What follows belongs to an exercise in optimizing a design on an open flow for small area, a short achievable clock period and few clock cycles; a production flow would make more cautious choices. In this exercise RTL edits were held to simulation tests only and were not proved equivalent to the original. Power figures rest on the tool's default switching activity, not on a simulated workload.

### flow/run.sh
#!/bin/bash
# synth_recipe.tcl (not shown) runs the flow's synth.tcl, then flattens the netlist and writes it again
# the make line also repeats each setting of config.mk as NAME=value (left out here)
make -C /OpenROAD-flow-scripts/flow DESIGN_CONFIG=/design/flow/config.mk WORK_HOME=/design/flow/orfs CLKGATE_MAP_FILE= SYNTH_SCRIPT=/design/flow/synth_recipe.tcl finish
### flow/config.mk
export PLATFORM = sky130hd
export DESIGN_NAME = gf128_core
export DESIGN_NICKNAME = gf128_core
export VERILOG_FILES = /design/flow/design.v
export SDC_FILE = /design/flow/constraint.sdc
export NUM_CORES = 4
export LEC_CHECK = 0
export CAP_MARGIN = 20
export CORE_MARGIN = 2
export CORE_UTILIZATION = 25
export PLACE_DENSITY = 0.45
export SLEW_MARGIN = 20
### flow/constraint.sdc
create_clock -name core_clock -period 10.0 [get_ports {clk}]
set_input_delay 2.0000 -clock core_clock [delete_from_list [all_inputs] [get_ports {clk}]]
set_output_delay 2.0000 -clock core_clock [all_outputs]
set_load 0.01 [all_outputs]
### flow/design.v
module gf128_mul (
    input  wire         clk,
    input  wire         rst_n,
    input  wire         start,
    input  wire [127:0] x,
    input  wire [127:0] y,
    output reg          done,
    output reg  [127:0] z
);
    localparam [127:0] RC = 128'hE1000000000000000000000000000000;
    reg [127:0] v;
    reg [127:0] ysh;
    reg [7:0]   cnt;
    reg         run;
    always @(posedge clk) begin
        if (!rst_n) begin
            run  <= 1'b0;
            done <= 1'b0;
            cnt  <= 8'd0;
            z    <= 128'd0;
            v    <= 128'd0;
            ysh  <= 128'd0;
        end else begin
            done <= 1'b0;
            if (start) begin
                z   <= 128'd0;
                v   <= x;
                ysh <= y;
                cnt <= 8'd128;
                run <= 1'b1;
            end else if (run) begin
                if (ysh[127])
                    z <= z ^ v;
                if (v[0])
                    v <= (v >> 1) ^ RC;
                else
                    v <= v >> 1;
                ysh <= ysh << 1;
                cnt <= cnt - 8'd1;
                if (cnt == 8'd1) begin
                    run  <= 1'b0;
                    done <= 1'b1;
                end
            end
        end
    end
endmodule
module gf128_exp (
    input  wire         clk,
    input  wire         rst_n,
    input  wire         start,
    input  wire [127:0] base,
    input  wire [127:0] expo,
    output reg          done,
    output reg  [127:0] result
);
    localparam [127:0] ONE = 128'h80000000000000000000000000000000;
    localparam S_IDLE = 3'd0;
    localparam S_SCAN = 3'd1;
    localparam S_NEXT = 3'd2;
    localparam S_SQ   = 3'd3;
    localparam S_MUL  = 3'd4;
    reg [2:0]   state;
    reg [127:0] x;
    reg [127:0] n;
    reg [7:0]   left;
    reg         mul_start;
    reg [127:0] mul_y;
    wire        mul_done;
    wire [127:0] mul_z;
    gf128_mul u_mul (
        .clk   (clk),
        .rst_n (rst_n),
        .start (mul_start),
        .x     (result),
        .y     (mul_y),
        .done  (mul_done),
        .z     (mul_z)
    );
    always @(posedge clk) begin
        if (!rst_n) begin
            state     <= S_IDLE;
            done      <= 1'b0;
            result    <= 128'd0;
            x         <= 128'd0;
            n         <= 128'd0;
            left      <= 8'd0;
            mul_start <= 1'b0;
            mul_y     <= 128'd0;
        end else begin
            done      <= 1'b0;
            mul_start <= 1'b0;
            case (state)
                S_IDLE: begin
                    if (start) begin
                        x     <= base;
                        n     <= expo;
                        left  <= 8'd128;
                        state <= S_SCAN;
                    end
                end
                S_SCAN: begin
                    if (left == 8'd0) begin
                        result <= ONE;
                        done   <= 1'b1;
                        state  <= S_IDLE;
                    end else begin
                        if (n[127]) begin
                            result <= x;
                            state  <= S_NEXT;
                        end
                        n    <= n << 1;
                        left <= left - 8'd1;
                    end
                end
                S_NEXT: begin
                    if (left == 8'd0) begin
                        done  <= 1'b1;
                        state <= S_IDLE;
                    end else begin
                        mul_y     <= result;
                        mul_start <= 1'b1;
                        state     <= S_SQ;
                    end
                end
                S_SQ: begin
                    if (mul_done) begin
                        result <= mul_z;
                        if (n[127]) begin
                            mul_y     <= x;
                            mul_start <= 1'b1;
                            state     <= S_MUL;
                        end else begin
                            state <= S_NEXT;
                        end
                        n    <= n << 1;
                        left <= left - 8'd1;
                    end
                end
                S_MUL: begin
                    if (mul_done) begin
                        result <= mul_z;
                        state  <= S_NEXT;
                    end
                end
                default: state <= S_IDLE;
            endcase
        end
    end
endmodule
module gf128_order (
    input  wire         clk,
    input  wire         rst_n,
    input  wire         start,
    input  wire [127:0] elem,
    output reg          done,
    output reg  [127:0] order
);
    localparam [127:0] ONE = 128'h80000000000000000000000000000000;
    localparam S_IDLE = 3'd0;
    localparam S_EXP  = 3'd1;
    localparam S_WAIT = 3'd2;
    localparam S_IMUL = 3'd3;
    localparam S_NEXT = 3'd4;
    reg [2:0]   state;
    reg [3:0]   k;
    reg [127:0] x;
    reg [127:0] m;       
    reg [47:0]  psh;     
    reg [127:0] exponent_k;
    reg [47:0]  factor_k;
    always @(*) begin
        case (k)
            4'd0: begin factor_k = 48'd3;              exponent_k = 128'h55555555555555555555555555555555; end
            4'd1: begin factor_k = 48'd5;              exponent_k = 128'h33333333333333333333333333333333; end
            4'd2: begin factor_k = 48'd17;             exponent_k = 128'h0F0F0F0F0F0F0F0F0F0F0F0F0F0F0F0F; end
            4'd3: begin factor_k = 48'd257;            exponent_k = 128'h00FF00FF00FF00FF00FF00FF00FF00FF; end
            4'd4: begin factor_k = 48'd641;            exponent_k = 128'h00663D80FF99C27F00663D80FF99C27F; end
            4'd5: begin factor_k = 48'd65537;          exponent_k = 128'h0000FFFF0000FFFF0000FFFF0000FFFF; end
            4'd6: begin factor_k = 48'd274177;         exponent_k = 128'h00003D30F19CD100FFFFC2CF0E632EFF; end
            4'd7: begin factor_k = 48'd6700417;        exponent_k = 128'h00000280FFFFFD7F00000280FFFFFD7F; end
            default: begin factor_k = 48'd67280421310721; exponent_k = 128'h0000000000042F00FFFFFFFFFFFBD0FF; end
        endcase
    end
    reg          exp_start;
    wire         exp_done;
    wire [127:0] exp_result;
    gf128_exp u_exp (
        .clk    (clk),
        .rst_n  (rst_n),
        .start  (exp_start),
        .base   (x),
        .expo   (exponent_k),
        .done   (exp_done),
        .result (exp_result)
    );
    always @(posedge clk) begin
        if (!rst_n) begin
            state     <= S_IDLE;
            done      <= 1'b0;
            order     <= 128'd0;
            k         <= 4'd0;
            x         <= 128'd0;
            m         <= 128'd0;
            psh       <= 48'd0;
            exp_start <= 1'b0;
        end else begin
            done      <= 1'b0;
            exp_start <= 1'b0;
            case (state)
                S_IDLE: begin
                    if (start) begin
                        x     <= elem;
                        k     <= 4'd0;
                        order <= 128'd1;
                        state <= S_EXP;
                    end
                end
                S_EXP: begin
                    exp_start <= 1'b1;
                    state     <= S_WAIT;
                end
                S_WAIT: begin
                    if (exp_done) begin
                        if (exp_result != ONE) begin
                            m     <= order;
                            psh   <= factor_k;
                            order <= 128'd0;
                            state <= S_IMUL;
                        end else begin
                            state <= S_NEXT;
                        end
                    end
                end
                S_IMUL: begin
                    if (psh == 48'd0) begin
                        state <= S_NEXT;
                    end else begin
                        if (psh[0])
                            order <= order + m;
                        m   <= m << 1;
                        psh <= psh >> 1;
                    end
                end
                S_NEXT: begin
                    if (k == 4'd8) begin
                        done  <= 1'b1;
                        state <= S_IDLE;
                    end else begin
                        k     <= k + 4'd1;
                        state <= S_EXP;
                    end
                end
                default: state <= S_IDLE;
            endcase
        end
    end
endmodule
module gf128_core (
    input  wire        clk,
    input  wire        rst_n,
    input  wire        bus_req,
    input  wire        bus_we,
    input  wire [1:0]  bus_size,    
    input  wire [7:0]  bus_addr,
    input  wire [31:0] bus_wdata,
    output reg  [31:0] bus_rdata,
    output reg         bus_err,
    output wire        irq
);
    localparam [31:0]  ID_VALUE = 32'h47463132;
    localparam [127:0] VW = 128'h4EBB4ECC7128973C9B889C8BDF980D7A;
    localparam [127:0] VS = 128'hFDE4FBAE4A09E020EFF722969F83832B;
    localparam [3:0] OK               = 4'd0;
    localparam [3:0] ERR_ILLEGAL      = 4'd1;
    localparam [3:0] ERR_THRESH       = 4'd2;
    localparam [3:0] ERR_ZERO         = 4'd3;
    localparam [3:0] ERR_SELFTEST     = 4'd4;
    localparam [3:0] ERR_NOT_VERIFIED = 4'd5;
    localparam [3:0] OP_NOP   = 4'd0;
    localparam [3:0] OP_MUL   = 4'd1;
    localparam [3:0] OP_SQR   = 4'd2;
    localparam [3:0] OP_EXP   = 4'd3;
    localparam [3:0] OP_ORD   = 4'd4;
    localparam [3:0] OP_JDG   = 4'd6;
    localparam [3:0] OP_SELFT = 4'd7;
    reg         ctrl_ie;
    reg         busy;
    reg         done;
    reg         stp;
    reg         stf;
    reg         werr;
    reg [3:0]   errcode;
    reg [31:0]  cmd;
    reg [7:0]   thresh;
    reg [7:0]   strength;
    reg         safe;
    reg [127:0] reg_a;
    reg [127:0] reg_b;
    reg [127:0] reg_e;
    reg [127:0] reg_r;
    reg [127:0] reg_ord;
    assign irq = ctrl_ie & done;
    wire [1:0] widx = bus_addr[3:2];
    wire aligned = (bus_size == 2'd2) && (bus_addr[1:0] == 2'b00);
    wire mapped  = (bus_addr < 8'h1C) || ((bus_addr >= 8'h20) && (bus_addr < 8'h70));
    wire legal   = aligned && mapped;
    wire [31:0] status_word = {20'd0, errcode, 2'b00, werr, stf, stp,
                               (errcode != 4'd0), done, busy};
    function [31:0] word_of;
        input [127:0] v;
        input [1:0]   j;
        begin
            case (j)
                2'd0: word_of = v[127:96];
                2'd1: word_of = v[95:64];
                2'd2: word_of = v[63:32];
                default: word_of = v[31:0];
            endcase
        end
    endfunction
    reg [31:0] read_value;
    always @(*) begin
        read_value = 32'd0;
        case (bus_addr[7:4])
            4'h0: begin
                case (widx)
                    2'd0: read_value = ID_VALUE;
                    2'd1: read_value = {31'd0, ctrl_ie};
                    2'd2: read_value = status_word;
                    default: read_value = cmd;
                endcase
            end
            4'h1: begin
                case (widx)
                    2'd0: read_value = {24'd0, thresh};
                    2'd1: read_value = {24'd0, strength};
                    2'd2: read_value = {31'd0, safe};
                    default: read_value = 32'd0;
                endcase
            end
            4'h2: read_value = word_of(reg_a, widx);
            4'h3: read_value = word_of(reg_b, widx);
            4'h4: read_value = word_of(reg_e, widx);
            4'h5: read_value = word_of(reg_r, widx);
            4'h6: read_value = word_of(reg_ord, widx);
            default: read_value = 32'd0;
        endcase
    end
    reg          mul_start;
    wire         mul_done;
    wire [127:0] mul_z;
    reg [127:0]  mul_y;
    gf128_mul u_mul (
        .clk   (clk),
        .rst_n (rst_n),
        .start (mul_start),
        .x     (reg_a),
        .y     (mul_y),
        .done  (mul_done),
        .z     (mul_z)
    );
    reg          exp_start;
    wire         exp_done;
    wire [127:0] exp_result;
    gf128_exp u_exp (
        .clk    (clk),
        .rst_n  (rst_n),
        .start  (exp_start),
        .base   (reg_a),
        .expo   (reg_e),
        .done   (exp_done),
        .result (exp_result)
    );
    reg          ord_start;
    reg [127:0]  ord_elem;
    wire         ord_done;
    wire [127:0] ord_result;
    gf128_order u_ord (
        .clk   (clk),
        .rst_n (rst_n),
        .start (ord_start),
        .elem  (ord_elem),
        .done  (ord_done),
        .order (ord_result)
    );
    reg [7:0] ord_strength;
    integer i;
    always @(*) begin
        ord_strength = 8'd0;
        for (i = 0; i < 128; i = i + 1)
            if (ord_result[i])
                ord_strength = i[7:0];
    end
    localparam E_IDLE   = 3'd0;
    localparam E_DECODE = 3'd1;
    localparam E_MUL    = 3'd2;
    localparam E_EXP    = 3'd3;
    localparam E_ORD    = 3'd4;
    localparam E_ST_W   = 3'd5;
    localparam E_ST_S   = 3'd6;
    reg [2:0] estate;
    reg       st_weak_ok;
    wire [3:0] op      = cmd[3:0];
    wire       illegal = (cmd[31:4] != 28'd0) || cmd[3];
    wire       thr_bad = (thresh == 8'd0) || (thresh > 8'd128);
    wire acc_rd = bus_req && !bus_we;
    wire acc_wr = bus_req && bus_we && legal;
    always @(posedge clk) begin
        if (!rst_n) begin
            ctrl_ie    <= 1'b0;
            busy       <= 1'b0;
            done       <= 1'b0;
            stp        <= 1'b0;
            stf        <= 1'b0;
            werr       <= 1'b0;
            errcode    <= 4'd0;
            cmd        <= 32'd0;
            thresh     <= 8'd126;
            strength   <= 8'd0;
            safe       <= 1'b0;
            reg_a      <= 128'd0;
            reg_b      <= 128'd0;
            reg_e      <= 128'd0;
            reg_r      <= 128'd0;
            reg_ord    <= 128'd0;
            bus_rdata  <= 32'd0;
            bus_err    <= 1'b0;
            estate     <= E_IDLE;
            st_weak_ok <= 1'b0;
            mul_start  <= 1'b0;
            mul_y      <= 128'd0;
            exp_start  <= 1'b0;
            ord_start  <= 1'b0;
            ord_elem   <= 128'd0;
        end else begin
            mul_start <= 1'b0;
            exp_start <= 1'b0;
            ord_start <= 1'b0;
            if (bus_req) begin
                bus_err   <= !legal;
                bus_rdata <= (acc_rd && legal) ? read_value : 32'd0;
            end
            if (acc_wr) begin
                case (bus_addr[7:4])
                    4'h0: begin
                        case (widx)
                            2'd1: ctrl_ie <= bus_wdata[0];
                            2'd2: begin
                                if (bus_wdata[1]) done <= 1'b0;
                                if (bus_wdata[5]) werr <= 1'b0;
                            end
                            2'd3: begin
                                if (busy) begin
                                    werr <= 1'b1;
                                end else begin
                                    cmd     <= bus_wdata;
                                    busy    <= 1'b1;
                                    done    <= 1'b0;
                                    errcode <= 4'd0;
                                    estate  <= E_DECODE;
                                end
                            end
                            default: ;
                        endcase
                    end
                    4'h1: begin
                        if (widx == 2'd0) begin
                            if (busy) werr <= 1'b1;
                            else      thresh <= bus_wdata[7:0];
                        end
                    end
                    4'h2: begin
                        if (busy) werr <= 1'b1;
                        else case (widx)
                            2'd0: reg_a[127:96] <= bus_wdata;
                            2'd1: reg_a[95:64]  <= bus_wdata;
                            2'd2: reg_a[63:32]  <= bus_wdata;
                            default: reg_a[31:0] <= bus_wdata;
                        endcase
                    end
                    4'h3: begin
                        if (busy) werr <= 1'b1;
                        else case (widx)
                            2'd0: reg_b[127:96] <= bus_wdata;
                            2'd1: reg_b[95:64]  <= bus_wdata;
                            2'd2: reg_b[63:32]  <= bus_wdata;
                            default: reg_b[31:0] <= bus_wdata;
                        endcase
                    end
                    4'h4: begin
                        if (busy) werr <= 1'b1;
                        else case (widx)
                            2'd0: reg_e[127:96] <= bus_wdata;
                            2'd1: reg_e[95:64]  <= bus_wdata;
                            2'd2: reg_e[63:32]  <= bus_wdata;
                            default: reg_e[31:0] <= bus_wdata;
                        endcase
                    end
                    default: ;    
                endcase
            end
            case (estate)
                E_DECODE: begin
                    if (illegal) begin
                        errcode <= ERR_ILLEGAL; done <= 1'b1; busy <= 1'b0; estate <= E_IDLE;
                    end else begin
                        case (op)
                            OP_NOP: begin
                                errcode <= OK; done <= 1'b1; busy <= 1'b0; estate <= E_IDLE;
                            end
                            OP_MUL, OP_SQR: begin
                                mul_y     <= (op == OP_MUL) ? reg_b : reg_a;
                                mul_start <= 1'b1;
                                estate    <= E_MUL;
                            end
                            OP_EXP: begin
                                exp_start <= 1'b1;
                                estate    <= E_EXP;
                            end
                            OP_SELFT: begin
                                if (stf) begin
                                    errcode <= ERR_SELFTEST; done <= 1'b1; busy <= 1'b0; estate <= E_IDLE;
                                end else begin
                                    ord_elem  <= VW;
                                    ord_start <= 1'b1;
                                    estate    <= E_ST_W;
                                end
                            end
                            default: begin  
                                if (stf) begin
                                    errcode <= ERR_SELFTEST; done <= 1'b1; busy <= 1'b0; estate <= E_IDLE;
                                end else if (!stp) begin
                                    errcode <= ERR_NOT_VERIFIED; done <= 1'b1; busy <= 1'b0; estate <= E_IDLE;
                                end else if (op == OP_JDG && thr_bad) begin
                                    errcode <= ERR_THRESH; done <= 1'b1; busy <= 1'b0; estate <= E_IDLE;
                                end else if (reg_a == 128'd0) begin
                                    errcode <= ERR_ZERO; done <= 1'b1; busy <= 1'b0; estate <= E_IDLE;
                                end else begin
                                    ord_elem  <= reg_a;
                                    ord_start <= 1'b1;
                                    estate    <= E_ORD;
                                end
                            end
                        endcase
                    end
                end
                E_MUL: begin
                    if (mul_done) begin
                        reg_r   <= mul_z;
                        errcode <= OK; done <= 1'b1; busy <= 1'b0; estate <= E_IDLE;
                    end
                end
                E_EXP: begin
                    if (exp_done) begin
                        reg_r   <= exp_result;
                        errcode <= OK; done <= 1'b1; busy <= 1'b0; estate <= E_IDLE;
                    end
                end
                E_ORD: begin
                    if (ord_done) begin
                        reg_ord <= ord_result;
                        if (op != OP_ORD)
                            strength <= ord_strength;
                        if (op == OP_JDG)
                            safe <= (ord_strength >= thresh);
                        errcode <= OK; done <= 1'b1; busy <= 1'b0; estate <= E_IDLE;
                    end
                end
                E_ST_W: begin
                    if (ord_done) begin
                        st_weak_ok <= (ord_strength < 8'd126);
                        ord_elem   <= VS;
                        ord_start  <= 1'b1;
                        estate     <= E_ST_S;
                    end
                end
                E_ST_S: begin
                    if (ord_done) begin
                        if (st_weak_ok && (ord_strength >= 8'd126)) begin
                            stp     <= 1'b1;
                            errcode <= OK;
                        end else begin
                            stp     <= 1'b0;
                            stf     <= 1'b1;
                            errcode <= ERR_SELFTEST;
                        end
                        done <= 1'b1; busy <= 1'b0; estate <= E_IDLE;
                    end
                end
                default: ;
            endcase
        end
    end
endmodule
==> key figures <==
Outcome
  • Status: finished clean

Clock network
  • Worst-Skew Late Latency: 1.05 ns
  • CTS resizes: 0
  • Clock Pin Slew Worst Setup and Hold Paths: 0.06 ns
  • Post-CTS setup buffers: 0
  • H-Tree Depth: 5
  • Max clock buf depth: 4
  • TritonCTS buffer count: 421
  • Hold-fix buffers, CTS: 0
  • Clock tree from TritonCTS: yes
  • Clk sink count: 3795
  • Root Driver: clkbuf_16

Synth
  • Synth Net Count: between 20000 and 25000
  • Share of the synthesized area in the top cell type: between 40% and 50%
  • Cell area after synthesis: 0.164 mm²
  • Average size of a mapped cell: 8.14 µm²
  • Count of cell types in the netlist: 105
  • Top_reg_cell synth: dfxtp_1
  • Count leader, synth: dfxtp_1
  • Synth area leaders: dfxtp_1 46%, nor2_1 8.2%, nand2_1 8.1%
  • Post-synth EDFFs: 0
  • Synth Warn #: 4
  • Part of the Yosys area used for sequential elements: 46.3%
  • Syn Inst Count: roughly 20000
  • Synth top cells by count: 3795 x dfxtp_1, 3592 x nor2_1, 3520 x nand2_1
  • Asr flop ratio synth: 0%
  • Seq cells post-synth: 3795
  • Cell taking the most area after synthesis: dfxtp_1

Detailed routing
  • First-pass detailed-route iteration total: 8
  • Routed Antenna Nets: 0
  • Vias per Instance: 5.05
  • Initial DRC Count: 13727
  • Total wire length: 664 mm
  • DRC: 0
  • Vias: 143336
  • Avg WL per Cell: 23.4 µm

Floorplan
  • Io pins: 80
  • Initial core utilization: between 20 and 30%
  • Die H: 814 µm
  • Die extent in x: approximately 810 µm
  • Die footprint: between 0.6 and 0.7 mm²
  • # rows: 297
  • Core ar.: between 0.6 and 0.7 mm²

Timing
  • Slew of the pin with the lowest slew margin: 1.24 ns
  • Fin crit period: 5.44 ns
  • Rel. slew slack: 17.2%
  • Final hold viol count: 0
  • Pins over their slew limit: 0
  • Final setup fails: 0
  • Worst Skew: 0.0780 ns
  • Post-Route Setup TNS: 0 ns
  • Period Utilization, post-route: 54.4%
  • FMAX: 184 MHz
  • RSZ-0062 raised after global routing: false

Place
  • Placed Instance Area: 0.173 mm²
  • HPWL Detailed: 421 mm
  • Buffers on Ports: 79
  • Placed cells: roughly 28000
  • Placer Congestion: 0.887

Power
  • Clock power frac: 46.8%
  • Switch Pwr: 8.94 mW
  • Pint: 25.2 mW
  • Sequential Power Share: approximately 46%
  • Switching portion of total power: 26.2%
  • Pwr/cell area: ~180 mW/mm²
  • VDD IR max: 0.788 mV
  • Combinational share of power: about 6.8%
  • Static leakage: approximately 62 nW

Worst setup path
  • CP endpoint kind: flop
  • Worst Path Arrival: 6.36 ns
  • CP max FO: 85
  • Worst endpoint required time: 10.92 ns
  • Crit path kind: flop to flop
  • Critical Path Start Type: flop

Flow run
  • Max-cap violations: 0

Cells and area
  • Final #Nets: around 20000
  • Fill cell count: about 70000
  • Finished Cell Area: 0.187 mm²
  • Layout cells sized above 1: 6.70%
  • Finished Layout Cells: 28388
  • Area Growth Syn to Fin: 14.1%

Worst hold path
  • Tightest Hold Check Type: flop to flop

Global route
  • Total Routing Usage GR: around a fifth
  • First-pass GRT wire length: 963 mm
  • Initial antenna violation count: 74
  • Largest net degree at the start of global routing: 205
  • Vias in the first global route: 132897
  • Gr ovfl total: 0
stage by stage:
| stage | power (mW) | setup WS (ns) | utilization [%] | hold slack (ns) |
|---|---|---|---|---|
| CTS | 34.4 | 4.37 | 28.6 | 0.427 |
| floorplan | 17.5 | 5.59 | - | 0.430 |
| global placement | 18.4 | 3.82 | 26.5 | 0.437 |
| detailed placement | 18.5 | 3.85 | 26.5 | 0.441 |
| global route | 35.2 | 4.36 | 28.6 | 0.456 |
| finish | 34.1 | 4.56 | 28.6 | 0.444 |
worst max-delay path: stages, from the launching register on:
cell and delay [ns]:
dfxtp_1 0.33, nor4_1 0.80, nand4_1 0.29, nor4_2 0.80, nand2_1 0.64, inv_1 0.27, nand3_1 0.16, buf_4 0.25
o21a_4 0.30, buf_4 0.49, buf_4 0.50, a311oi_1 0.32
metal layers:
metal	GRT usage, %	wire length [µm]	vias to the layer above
li1	-	-	67950
met1	26.7	302000	69750
met2	29.5	288000	4564
met3	3.36	46100	1046
met4	7.16	27000	26
met5	0	150	-
cell families after synthesis:
| logic type | share of synthesized area (%) |
|---|---|
| and+or+nand+nor | 20.6 |
| muxes | 8.28 |
| AOI/OAI and AO/OA | 16.7 |
| adders and majority gates | 1.18 |
| DFF | 46.3 |
| buffers and inverters | 4.13 |
| xor gates and xnor gates | 2.81 |
cell type report:
class,count,area (µm²),share of cell area (%)
flip-flops and latches,3795,76000,40.6
repair buffers,448,3890,2.08
clock buffers,658,12800,6.83
inverters,127,484,0.259
diodes,23,57.6,0.0308
clock inverters,110,1280,0.685
multi-input cells,14556,81700,43.7
well taps,8671,10800,5.80
final timing paths:
| kind | from | to | slack, ns | cells past startpoint |
|---|---|---|---|---|
| setup / recovery | u_ord.u_exp.result[93] | u_ord.m[35] | 4.56 | 11 |
| hold / removal | u_ord.x[46] | u_ord.u_exp.x[46] | 0.44 | 2 |
| setup reg to reg | u_ord.u_exp.result[93] | u_ord.m[35] | 4.56 | 11 |
| hold reg to reg | u_ord.x[46] | u_ord.u_exp.x[46] | 0.44 | 2 |
power by group through the flow:
stage	registers (mW)	clock network [mW]	logic (mW)
6_report	15.8	16.0	2.33
5_1_grt	15.9	16.9	2.51
4_1_cts	15.8	16.3	2.31
3_5_place_dp	16.2	0	2.31
3_3_place_gp	16.1	0	2.29
2_1_floorplan	16.0	0	1.46
cell usage in the layout, fill, tap and decap left out, types with 64 or more instances in the layout:
| master | n |
|---|---|
| nor3_1 | 485 |
| ha_1 | 153 |
| nor4_1 | 132 |
| a221oi_1 | 159 |
| a311oi_1 | 490 |
| a21oi_1 | 2206 |
| xnor2_1 | 89 |
| a211oi_1 | 495 |
| a22oi_1 | 283 |
| clkbuf_1 | 107 |
| nand2_1 | 3501 |
| nor2_1 | 3580 |
| xor2_1 | 438 |
| buf_4 | 339 |
| nor3b_1 | 79 |
| a21o_1 | 69 |
| o21ai_0 | 253 |
| mux4_2 | 130 |
| clkdlybuf4s50_1 | 67 |
| nand3_1 | 244 |
| inv_1 | 123 |
| clkinv_2 | 64 |
| dfxtp_1 | 3780 |
| clkbuf_8 | 125 |
| mux2i_1 | 1062 |
| clkbuf_16 | 426 |
Testbench counts, summed over its fixed seeds: cycles 6,325,150.

-- static timing again, ports no longer ideal --
In the flow no input, the clock included, has a driving cell. The finished layout below was timed again as built, in two steps.
Step 1 sets driving cells, clkbuf_16 on the clock port and buf_2 on the other inputs (assumed; they add their load-dependent delay and slew).
Step 2, shift: input delay + t, output delay - t, t = (earliest + latest rising clock arrival at the registers) / 2. This alone moves slack from input paths to output paths.
Three values: ideal ports, drivers, drivers and shift; two values: the first two.
t (ns): 1.153
setup slack, ns: 4.560 / 4.560 / 3.746
worst setup path at the end: input to register
clock arrival spread, ns: 0.085 / 0.085
After both steps setup and hold are still met in this run. For this run, drivers alone change the setup slack by 0.000 ns; drivers and shift together by -0.814 ns.
